This is an optimization exercise on Yosys and OpenROAD, whose aim is small area, a short achievable clock period and few clock cycles, not a production implementation.
RTL that was checked went through simulation tests only; none was proved equivalent to the original.
Power and IR drop assume default switching activity.

==> run G: inputs <==
==> flow/design.v (excerpt) <==
module gb_mbc_core (
    input  wire         clk,
    input  wire         rst,
    input  wire         cmd_valid,
    output wire         cmd_ready,
    input  wire [31:0]  cmd_word,
    output wire         res_valid,
    output wire [7:0]   res_status,
    output wire [31:0]  res_value,
    output wire [31:0]  res_aux,
    output wire         res_flag,
    output wire         res_hdr_valid,
    output wire [127:0] res_title,
    output wire [3:0]   res_mbc_type,
    output wire [1:0]   res_warn,
    output wire [15:0]  bus_addr,
    output wire         bus_set,
    output wire         bus_rd,
    output wire         bus_wr,
    output wire         bus_wait,
    output wire [7:0]   bus_wdata,
    input  wire         bus_ack,
    input  wire [7:0]   bus_rdata,
    input  wire         bus_err,
    output wire         out_valid,
    output wire [7:0]   out_data,
    input  wire         out_ready,
    output wire         in_req,
    input  wire         in_ack,
    input  wire [7:0]   in_data,
    input  wire         in_end,
    input  wire         in_fail
);
clock: 8.0 ns
lec_check: 0
cap_margin: 20
core_margin: 2
core_utilization: 55
cts_buf_list: sky130_fd_sc_hd__clkbuf_4 sky130_fd_sc_hd__clkbuf_8
cts_cluster_diameter: 60
cts_cluster_size: 12
setup_slack_margin: 4.6
slew_margin: 20
standard.sh (not shown) runs the stock make flow with config.mk's settings and CLKGATE_MAP_FILE= SYNTH_SCRIPT=/design/flow/synth_recipe.tcl, a recipe that flattens the netlist after the stock synthesis.
==> flow/flow/run.sh <==
#!/bin/bash
# The standard layout (standard.sh), with one change: the buffers that
# buffer_ports puts on every input and output port are buf_1 cells instead of
# the delay cells it picks by default; timing repair resizes them as needed.
set -euo pipefail
export BUFFER_PORTS_ARGS="-buffer_cell sky130_fd_sc_hd__buf_1"
bash standard.sh > standard.log 2>&1
==> run K: changes against run G <==
--- a/flow/design.v
+++ b/flow/design.v
@@ -139,11 +139,10 @@
     reg  [3:0]   h_type;
     reg          h_unrec;
     reg  [3:0]   h_romc;
     reg  [2:0]   h_ramc;
     reg  [3:0]   utf_st;
-    reg          t_utf;          
     reg          h_utfbad;
     reg  [2:0]   ck;
     reg  [1:0]   step;
     reg  [23:0]  cnt;            
     reg  [7:0]   od;             
@@ -296,33 +295,32 @@
             8'h05:   d_ramc = 3'd3;
             default: d_ramc = 3'd0;
         endcase
         if (h_type == 4'd0) d_ramc = 3'd0;
     end
-    wire [7:0] tb8 = title_r[127:120];    
     reg [3:0] utf_next;
     always @(*) begin
         utf_next = U_BAD;
         case (utf_st)
             U_OK: begin
-                if (tb8 < 8'h80)                              utf_next = U_OK;
-                else if (tb8 >= 8'hC2 && tb8 <= 8'hDF)  utf_next = U_N1;
-                else if (tb8 == 8'hE0)                        utf_next = U_E0;
-                else if (tb8 == 8'hED)                        utf_next = U_ED;
-                else if (tb8 >= 8'hE1 && tb8 <= 8'hEF)  utf_next = U_N2;
-                else if (tb8 == 8'hF0)                        utf_next = U_F0;
-                else if (tb8 >= 8'hF1 && tb8 <= 8'hF3)  utf_next = U_N3;
-                else if (tb8 == 8'hF4)                        utf_next = U_F4;
+                if (bus_rdata < 8'h80)                              utf_next = U_OK;
+                else if (bus_rdata >= 8'hC2 && bus_rdata <= 8'hDF)  utf_next = U_N1;
+                else if (bus_rdata == 8'hE0)                        utf_next = U_E0;
+                else if (bus_rdata == 8'hED)                        utf_next = U_ED;
+                else if (bus_rdata >= 8'hE1 && bus_rdata <= 8'hEF)  utf_next = U_N2;
+                else if (bus_rdata == 8'hF0)                        utf_next = U_F0;
+                else if (bus_rdata >= 8'hF1 && bus_rdata <= 8'hF3)  utf_next = U_N3;
+                else if (bus_rdata == 8'hF4)                        utf_next = U_F4;
                 else                                                utf_next = U_BAD;
             end
-            U_N1: utf_next = (tb8[7:6] == 2'b10) ? U_OK : U_BAD;
-            U_N2: utf_next = (tb8[7:6] == 2'b10) ? U_N1 : U_BAD;
-            U_N3: utf_next = (tb8[7:6] == 2'b10) ? U_N2 : U_BAD;
-            U_E0: utf_next = (tb8 >= 8'hA0 && tb8 <= 8'hBF) ? U_N1 : U_BAD;
-            U_ED: utf_next = (tb8 >= 8'h80 && tb8 <= 8'h9F) ? U_N1 : U_BAD;
-            U_F0: utf_next = (tb8 >= 8'h90 && tb8 <= 8'hBF) ? U_N2 : U_BAD;
-            U_F4: utf_next = (tb8 >= 8'h80 && tb8 <= 8'h8F) ? U_N2 : U_BAD;
+            U_N1: utf_next = (bus_rdata[7:6] == 2'b10) ? U_OK : U_BAD;
+            U_N2: utf_next = (bus_rdata[7:6] == 2'b10) ? U_N1 : U_BAD;
+            U_N3: utf_next = (bus_rdata[7:6] == 2'b10) ? U_N2 : U_BAD;
+            U_E0: utf_next = (bus_rdata >= 8'hA0 && bus_rdata <= 8'hBF) ? U_N1 : U_BAD;
+            U_ED: utf_next = (bus_rdata >= 8'h80 && bus_rdata <= 8'h9F) ? U_N1 : U_BAD;
+            U_F0: utf_next = (bus_rdata >= 8'h90 && bus_rdata <= 8'hBF) ? U_N2 : U_BAD;
+            U_F4: utf_next = (bus_rdata >= 8'h80 && bus_rdata <= 8'h8F) ? U_N2 : U_BAD;
             default: utf_next = U_BAD;
         endcase
     end
     reg [2:0] h_fam;
     always @(*) begin
@@ -639,19 +637,19 @@
                 eos_set  = xeos && (status == ST_OK);
                 flag_val = fpre && (status == ST_OK);
             end
             S_HDR: begin
                 if (ack) begin
-                    hdr_cap  = 1'b1;
-                    title_sh = (hidx >= 7'h34) && (hidx <= 7'h43);
-                    cnt_inc  = (hidx != 7'h4F);
                     if (berr) begin
                         fault = 1'b1;
                     end else begin
+                        hdr_cap  = 1'b1;
+                        title_sh = (hidx >= 7'h34) && (hidx <= 7'h43);
                         if (hidx == 7'h4F) begin
                             nstate = S_HDONE;
                         end else begin
+                            cnt_inc = 1'b1;
                             a_ld    = 1'b1;
                             a_sel   = A_HINC;
                             iss_set = 1'b1;
                             iss_rd  = 1'b1;
                         end
@@ -803,16 +801,16 @@
                 end
             end
             S_RRD: begin
                 if (rd_r) begin
                     if (ack) begin
-                        cur_inc = 1'b1;
-                        imm_dec = 1'b1;
                         if (berr) begin
                             fault = 1'b1;
                         end else begin
+                            cur_inc = 1'b1;
                             cnt_inc = 1'b1;
+                            imm_dec = 1'b1;
                             if (rr_last) begin
                                 nstate   = S_DRAIN;
                             end else if (rr_bnd) begin
                                 nstate = S_RCHK;
                             end else begin
@@ -1047,13 +1045,14 @@
         else if (wd_imm)
             sk <= imm_r[7:0];
         else if (wd_in && iack && !ifail_now)
             sk <= in_end ? 8'hFF : in_data;
         if (state == S_CHK) utf_st <= U_OK;
-        t_utf <= title_sh;
-        if (title_sh) title_r <= {bus_rdata, title_r[127:8]};
-        if (t_utf) utf_st <= utf_next;
+        if (title_sh) begin
+            title_r <= {bus_rdata, title_r[127:8]};
+            utf_st  <= utf_next;
+        end
         if (hdr_cap && hidx == 7'h47) begin
             h_type  <= d_type;
             h_unrec <= d_unrec;
         end
         if (hdr_cap && hidx == 7'h48) h_romc <= (bus_rdata <= 8'h08) ? bus_rdata[3:0] : 4'hF;
--- a/flow/config.mk
+++ b/flow/config.mk
@@ -5,11 +5,11 @@
 export SDC_FILE = /design/flow/constraint.sdc
 export NUM_CORES = 4
 export LEC_CHECK = 0
 export CAP_MARGIN = 20
 export CORE_MARGIN = 2
-export CORE_UTILIZATION = 55
+export CORE_UTILIZATION = 40
 export CTS_BUF_LIST = sky130_fd_sc_hd__clkbuf_4 sky130_fd_sc_hd__clkbuf_8
 export CTS_CLUSTER_DIAMETER = 60
 export CTS_CLUSTER_SIZE = 12
-export SETUP_SLACK_MARGIN = 4.6
+export SETUP_SLACK_MARGIN = 4.8
 export SLEW_MARGIN = 20
==> comparison table <==
| metric | run G | run K |
|---|---|---|
| Slew at the pin with the worst max-slew slack | 1.06 ns | 0.965 ns |
| Clk Latency, worst-skew pair | 0.58 ns | 0.63 ns |
| Worst vdd ir | 0.000316 V | 0.000136 V |
| Well Taps | 402 | 592 |
| First-pass GRT wire length | 96.2 mm | 107 mm |
| Setup repair after global routing missed its margin | false | true |
| Number of detailed-route iterations in the first pass | 6 | 8 |
| P&R area growth vs syn | 15.8% | 22.0% |
| Post-synthesis compound-gate area fraction | 17.3% | 18.5% |
| Flip-flop and latch share of the layout cell area | 42.4% | 40.3% |
| Status | finished clean | finished clean |
| Die area | 33700 um^2 | 46000 um^2 |
| Endpoint of the worst hold path | title_r[76] | title_r[93] |
| Pin count of the biggest net entering global routing | 81 | 77 |
| Internal power of the cells | 3160 uW | 3190 uW |
| Initial core utilization | 56.1% | 40.3% |
Function was not checked in any run of this note: the RTL went through the layout flow alone.

========
==> inputs of wip/indigo <==
RTL: one of the versions met above, not the one the previous note started from.
export LEC_CHECK = 0
export CAP_MARGIN = 20
export CORE_MARGIN = 2
export CORE_UTILIZATION = 40
export CTS_BUF_LIST = sky130_fd_sc_hd__clkbuf_4 sky130_fd_sc_hd__clkbuf_8
export CTS_CLUSTER_DIAMETER = 60
export CTS_CLUSTER_SIZE = 12
export SETUP_SLACK_MARGIN = 4.5
export SLEW_MARGIN = 20
create_clock -name core_clock -period 8.0 [get_ports {clk}]
Scripts as last shown in full above: flow/flow/run.sh
==> inputs of wip/willow, as changes to wip/indigo <==
--- a/flow/design.v
+++ b/flow/design.v
@@ -83,21 +83,19 @@
     localparam [4:0] S_RRD   = 5'd12;   
     localparam [4:0] S_DRAIN = 5'd13;   
     localparam [4:0] S_FRD   = 5'd14;   
     localparam [4:0] S_BANK  = 5'd15;   
     localparam [4:0] S_DRD   = 5'd16;   
     localparam [4:0] S_TIN   = 5'd17;   
-    localparam [3:0] A_HDR0 = 4'd0;     
-    localparam [3:0] A_HINC = 4'd1;     
-    localparam [3:0] A_CW   = 4'd2;     
-    localparam [3:0] A_IMM  = 4'd3;     
-    localparam [3:0] A_FIX  = 4'd4;     
-    localparam [3:0] A_ROM  = 4'd5;     
-    localparam [3:0] A_RAM  = 4'd6;     
-    localparam [3:0] A_ROMI = 4'd7;     
-    localparam [3:0] A_RAMI = 4'd8;     
+    localparam [2:0] A_HDR0 = 3'd0;     
+    localparam [2:0] A_HINC = 3'd1;     
+    localparam [2:0] A_CW   = 3'd2;     
+    localparam [2:0] A_IMM  = 3'd3;     
+    localparam [2:0] A_FIX  = 3'd4;     
+    localparam [2:0] A_ROM  = 3'd5;     
+    localparam [2:0] A_RAM  = 3'd6;     
     localparam [2:0] V_ZERO = 3'd0;
     localparam [2:0] V_CUR  = 3'd1;     
     localparam [2:0] V_RSZ  = 3'd2;     
     localparam [2:0] V_XL   = 3'd3;     
     localparam [2:0] V_BYTE = 3'd4;     
     localparam [3:0] U_OK  = 4'd0;
@@ -111,15 +109,14 @@
     localparam [3:0] U_BAD = 4'd8;
     reg  [4:0]   state;
     reg  [4:0]   op;             
     reg          op_hi;          
     reg  [23:0]  imm_r;          
     reg  [3:0]   status;
-    reg          xnop;           
+    reg          xgo;            
     reg          xeos;           
-    reg          fpre;           
     reg          flag_r;
     reg          hdrv_r;
     reg          crdy;
     reg          rvld;
     reg          ph_ready;       
     reg          ph_fault;       
@@ -330,13 +327,13 @@
             4'd6, 4'd7, 4'd8:   h_fam = FAM_MBC3;
             4'd9, 4'd10, 4'd11: h_fam = FAM_MBC5;
             default:            h_fam = FAM_ROMONLY;
         endcase
     end
     wire [6:0] hidx = cnt[6:0];    
-    wire [8:0] cw_rom_n = op_rr ? rd_rom_n[8:0] : imm_r[8:0];    
+    wire [8:0] cw_rom_n = op_rr ? rd_rom_n[8:0] : sel_rom_n[8:0];
     wire [3:0] cw_ram_n = (op == OP_SELECT_RAM_BANK) ? imm_r[3:0] : cnt[16:13];
     reg  [1:0] cw_len;
     reg  [7:0] cw_ahi;           
     reg  [7:0] cw_data;
     always @(*) begin
         cw_len  = 2'd0;
@@ -459,18 +456,18 @@
         end
     end
     reg  [4:0] nstate;
     reg        go_res;           
     reg        iss_set, iss_rd, iss_wr, iss_wt, iss_in;
     reg        a_ld;
-    reg  [3:0] a_sel;
+    reg  [2:0] a_sel;
     reg        wd_cw, wd_imm, wd_in;
     reg        cnt_clr, cnt_inc, cnt_ld;
     reg  [2:0] v_sel;
     reg        cur_inc;
-    reg        imm_dec, imm_zero, imm_sel, aux_st, aux_xl, aux_hdr;
+    reg        imm_dec, imm_zero, aux_st, aux_xl, aux_hdr;
     reg        st_ld;
     reg  [3:0] st_val;
     reg        fault;
     reg        flag_ld;
     reg        flag_val;
     reg        hdr_done;
@@ -499,13 +496,12 @@
         cnt_inc    = 1'b0;
         cnt_ld     = 1'b0;
         v_sel      = V_ZERO;
         cur_inc    = 1'b0;
         imm_dec    = 1'b0;
         imm_zero   = 1'b0;
-        imm_sel    = 1'b0;
         aux_st     = 1'b0;
         aux_xl     = 1'b0;
         aux_hdr    = 1'b0;
         st_ld      = 1'b0;
         st_val     = ST_OK;
         fault      = 1'b0;
@@ -535,13 +531,13 @@
             end
             S_EXEC: begin
                 cnt_clr  = 1'b1;
                 imm_zero = 1'b1;
                 flag_ld  = 1'b1;
                 go_res   = 1'b1;
-                if (status == ST_OK && !xnop) begin
+                if (xgo) begin
                     case (op)
                         OP_PARSE_HEADER, OP_MAKE_ROM_READER: begin
                             go_res  = 1'b0;
                             nstate  = S_HDR;
                             a_ld    = 1'b1;
                             a_sel   = A_HDR0;
@@ -554,13 +550,12 @@
                             ck_ld  = 1'b1;
                             ck_val = (op == OP_ENABLE_RAM) ? CK_EN : CK_DIS;
                         end
                         OP_SELECT_ROM_BANK: begin
                             go_res   = 1'b0;
                             imm_zero = 1'b0;
-                            imm_sel  = 1'b1;
                             nstate   = S_CW;
                             ck_ld    = 1'b1;
                             ck_val   = CK_ROMSEL;
                         end
                         OP_SELECT_RAM_BANK: begin
                             go_res   = 1'b0;
@@ -596,12 +591,13 @@
                         end
                         OP_ROM_STATUS: begin
                             cnt_ld   = 1'b1;
                             v_sel    = V_CUR;
                             imm_zero = 1'b0;
                             aux_st   = 1'b1;
+                            flag_val = eos;
                         end
                         OP_ROM_READ: begin
                             go_res   = 1'b0;
                             imm_zero = 1'b0;
                             nstate   = S_RCHK;
                         end
@@ -627,18 +623,18 @@
                         end
                         OP_XLATE_ROM, OP_XLATE_RAM: begin
                             cnt_ld   = 1'b1;
                             v_sel    = V_XL;
                             imm_zero = 1'b0;
                             aux_xl   = 1'b1;
+                            flag_val = (op == OP_XLATE_ROM) ? xr_flag : xm_flag;
                         end
                         default: ;
                     endcase
                 end
-                eos_set  = xeos && (status == ST_OK);
-                flag_val = fpre && (status == ST_OK);
+                eos_set = xeos;
             end
             S_HDR: begin
                 if (ack) begin
                     if (berr) begin
                         fault = 1'b1;
                     end else begin
@@ -699,13 +695,14 @@
                                 nstate  = S_RRD;
                                 a_ld    = 1'b1;
                                 a_sel   = A_ROM;
                                 iss_set = room;
                                 iss_rd  = room;
                             end else begin
-                                nstate = S_DRAIN;
+                                imm_zero = 1'b1;
+                                go_res   = 1'b1;
                             end
                         end
                         CK_RAMSEL: begin
                             if (op_dump) begin
                                 nstate  = S_DRD;
                                 a_ld    = 1'b1;
@@ -713,13 +710,14 @@
                                 iss_set = room;
                                 iss_rd  = room;
                             end else if (op_rest) begin
                                 nstate = S_TIN;
                                 iss_in = 1'b1;
                             end else begin
-                                nstate = S_DRAIN;
+                                imm_zero = 1'b1;
+                                go_res   = 1'b1;
                             end
                         end
                         default: begin   
                             ck_ld  = 1'b1;
                             ck_val = CK_EN;
                         end
@@ -769,26 +767,28 @@
                             st_ld  = 1'b1;
                             st_val = ST_FILEIO;
                             go_res = 1'b1;
                         end else begin
                             nstate  = S_W1;
                             a_ld    = 1'b1;
-                            a_sel   = A_RAMI;
+                            a_sel   = A_RAM;
                             iss_set = 1'b1;
                             iss_wt  = 1'b1;
                         end
                     end
                 end
             end
             S_RCHK: begin
                 if (at_end) begin
+                    imm_zero = 1'b1;
                     nstate   = S_DRAIN;
                 end else if (cursor[13:0] == 14'd0 && rd_rom_n != 10'd0) begin
                     if (rd_sel_bad) begin
                         st_ld    = 1'b1;
                         st_val   = ST_UNSUP;
+                        imm_zero = 1'b1;
                         nstate   = S_DRAIN;
                     end else begin
                         nstate = S_CW;
                         ck_ld  = 1'b1;
                         ck_val = CK_ROMSEL;
                     end
@@ -807,31 +807,30 @@
                             fault = 1'b1;
                         end else begin
                             cur_inc = 1'b1;
                             cnt_inc = 1'b1;
                             imm_dec = 1'b1;
                             if (rr_last) begin
+                                imm_zero = 1'b1;
                                 nstate   = S_DRAIN;
                             end else if (rr_bnd) begin
                                 nstate = S_RCHK;
                             end else begin
                                 a_ld    = 1'b1;
-                                a_sel   = A_ROMI;
+                                a_sel   = A_ROM;
                                 iss_set = room;
                                 iss_rd  = room;
                             end
                         end
                     end
                 end else begin
                     iss_set = room;
                     iss_rd  = room;
                 end
             end
             S_DRAIN: begin
-                imm_zero = 1'b1;
-                cnt_clr  = !op_data;
                 if (!sv && (!ov || taken)) go_res = 1'b1;
             end
             S_FRD: begin
                 if (ack) begin
                     if (berr) begin
                         fault = 1'b1;
@@ -870,13 +869,13 @@
                         end else begin
                             cnt_inc = 1'b1;
                             if (x_last) begin
                                 nstate = S_BANK;
                             end else begin
                                 a_ld    = 1'b1;
-                                a_sel   = A_RAMI;
+                                a_sel   = A_RAM;
                                 iss_set = room;
                                 iss_rd  = room;
                             end
                         end
                     end
                 end else begin
@@ -904,32 +903,34 @@
                 nstate = S_IDLE;
             end
         endcase
         if (fault) begin
             st_ld    = 1'b1;
             st_val   = ST_BUSERR;
-            nstate   = S_DRAIN;
+            imm_zero = 1'b1;
+            if (op_data) begin
+                nstate = S_DRAIN;
+            end else begin
+                cnt_clr = 1'b1;
+                go_res  = 1'b1;
+            end
         end
         if (go_res) nstate = S_RES;
     end
-    wire [23:0] cursor_i = cursor + 24'd1;
-    wire [23:0] cnt_i    = cnt + 24'd1;
-    wire [23:0] cursor_d = cur_inc ? cursor_i : cursor;
-    wire [23:0] cnt_d    = cnt_inc ? cnt_i : cnt;
+    wire [23:0] cursor_d = cur_inc ? cursor + 24'd1 : cursor;
+    wire [23:0] cnt_d    = cnt_inc ? cnt + 24'd1 : cnt;
     reg [15:0] a_val;
     always @(*) begin
         case (a_sel)
             A_HDR0:  a_val = 16'h0100;
-            A_HINC:  a_val = {9'h002, cnt_i[6:0]};
+            A_HINC:  a_val = {9'h002, cnt_d[6:0]};
             A_CW:    a_val = {cw_ahi, 8'h00};
             A_IMM:   a_val = imm_r[15:0];
             A_FIX:   a_val = 16'h0134;
-            A_ROM:   a_val = {1'b0, (cursor[23:14] != 10'd0), cursor[13:0]};
-            A_ROMI:  a_val = {a_r[15:14], cursor_i[13:0]};
-            A_RAM:   a_val = {3'b101, cnt[12:0]};
-            default: a_val = {3'b101, cnt_i[12:0]};
+            A_ROM:   a_val = {1'b0, (cursor_d[23:14] != 10'd0), cursor_d[13:0]};
+            default: a_val = {3'b101, cnt_d[12:0]};
         endcase
     end
     wire [3:0]  rsz_code = (state == S_HDONE) ? h_romc : s_romc;
     reg  [23:0] v_val;
     always @(*) begin
         case (v_sel)
@@ -954,13 +955,13 @@
             wt_r       <= 1'b0;
             ir_r       <= 1'b0;
             ov         <= 1'b0;
             sv         <= 1'b0;
         end else begin
             state <= nstate;
-            crdy  <= (state == S_RES) || (state == S_IDLE && !cmd_valid);
+            crdy  <= (nstate == S_IDLE);
             rvld  <= go_res;
             set_r <= iss_set;
             rd_r  <= iss_rd || (rd_r && !bus_ack);
             wr_r  <= iss_wr || (wr_r && !bus_ack);
             wt_r  <= iss_wt || (wt_r && !bus_ack);
             ir_r  <= iss_in || (ir_r && !in_ack);
@@ -987,14 +988,12 @@
         if (state == S_IDLE)
             imm_r <= cmd_word[23:0];
         else if (imm_zero)
             imm_r[17:0] <= 18'd0;
         else if (imm_dec)
             imm_r <= imm_r - 24'd1;
-        else if (imm_sel)
-            imm_r[15:0] <= sel_rom_n;
         else if (aux_st)
             imm_r[17:0] <= {9'd0, rom_bank};
         else if (aux_xl) begin
             if (op[4])
                 imm_r[17:13] <= 5'b00101;
             else
@@ -1013,17 +1012,14 @@
         else if (cnt_clr)
             cnt <= 24'd0;
         else
             cnt <= cnt_d;
         if (st_ld) status <= st_val;
         if (state == S_CHK) begin
-            xnop <= c_nop;
-            xeos <= (op == OP_ROM_READ) && (imm_r != 24'd0) && at_end;
-            fpre <= (op == OP_ROM_STATUS) ? eos :
-                    (op == OP_XLATE_ROM)  ? xr_flag :
-                    (op == OP_XLATE_RAM)  ? xm_flag : 1'b0;
+            xgo  <= (c_st == ST_OK) && !c_nop;
+            xeos <= (c_st == ST_OK) && (op == OP_ROM_READ) && (imm_r != 24'd0) && at_end;
         end
         if (flag_ld) flag_r <= flag_val;
         if (state == S_CHK) hdrv_r <= 1'b0;
         if (hdr_done) hdrv_r <= 1'b1;
         if (a_ld) a_r <= a_val;
         if (state == S_WR) ifail <= 1'b0;
Settings changed: CORE_UTILIZATION 40 to 55.
==> summary.txt <==
status=finished clean; global-route usage over all layers=29.13%; Simple-Gate Fraction of Synth Area=between 20% and 30%; fraction of area in registers=between 40% and 50%
-- figures above: wip/indigo

==> summary.txt <==
num sequential=307; global-route usage over all layers=36.40%; Simple-Gate Fraction of Synth Area=20.98%; status=finished clean; critical path launch point type=register
-- figures above: wip/willow

Testbench counts of wip/willow, summed over its fixed seeds: cycles 918,856.
Only the layout flow was run in wip/indigo; the RTL was not checked for function there.

separate check: timing with driven ports:
In the flow no input, the clock included, has a driving cell. The finished layouts below were timed again as built, in two steps.
Step 1 sets driving cells, clkbuf_16 on the clock port and buf_2 on the other inputs (assumed; they add their load-dependent delay and slew).
Step 2 moves the port delays by t, midway between the first and last clock arrival at a register: inputs arrive t later, outputs are due t later. That takes back most of the time a late clock gives input paths.
Slacks: ideal / step 1 / step 2; pairs: ideal / step 1.
| run | t, ns | setup WS [ns] | latest minus earliest clock arrival (ns) | slew at the worst register clock pin (ns) | cell pins on the clock port's net |
|---|---|---|---|---|---|
| run G | 0.615 | 4.541 / 4.525 / 3.911 | 0.037 / 0.037 | 0.09 / 0.09 | 1 |
| run K | 0.672 | 4.692 / 4.692 / 4.106 | 0.032 / 0.032 | 0.09 / 0.09 | 1 |
| wip/indigo | 0.667 | 4.526 / 4.526 / 3.899 | 0.048 / 0.048 | 0.09 / 0.09 | 1 |
| wip/willow | 0.603 | 4.524 / 4.524 / 3.962 | 0.034 / 0.035 | 0.09 / 0.09 | 1 |
After both steps every run listed still meets setup and hold. For run G, which loses most, drivers alone change the setup slack by -0.016 ns; drivers and shift together by -0.630 ns.
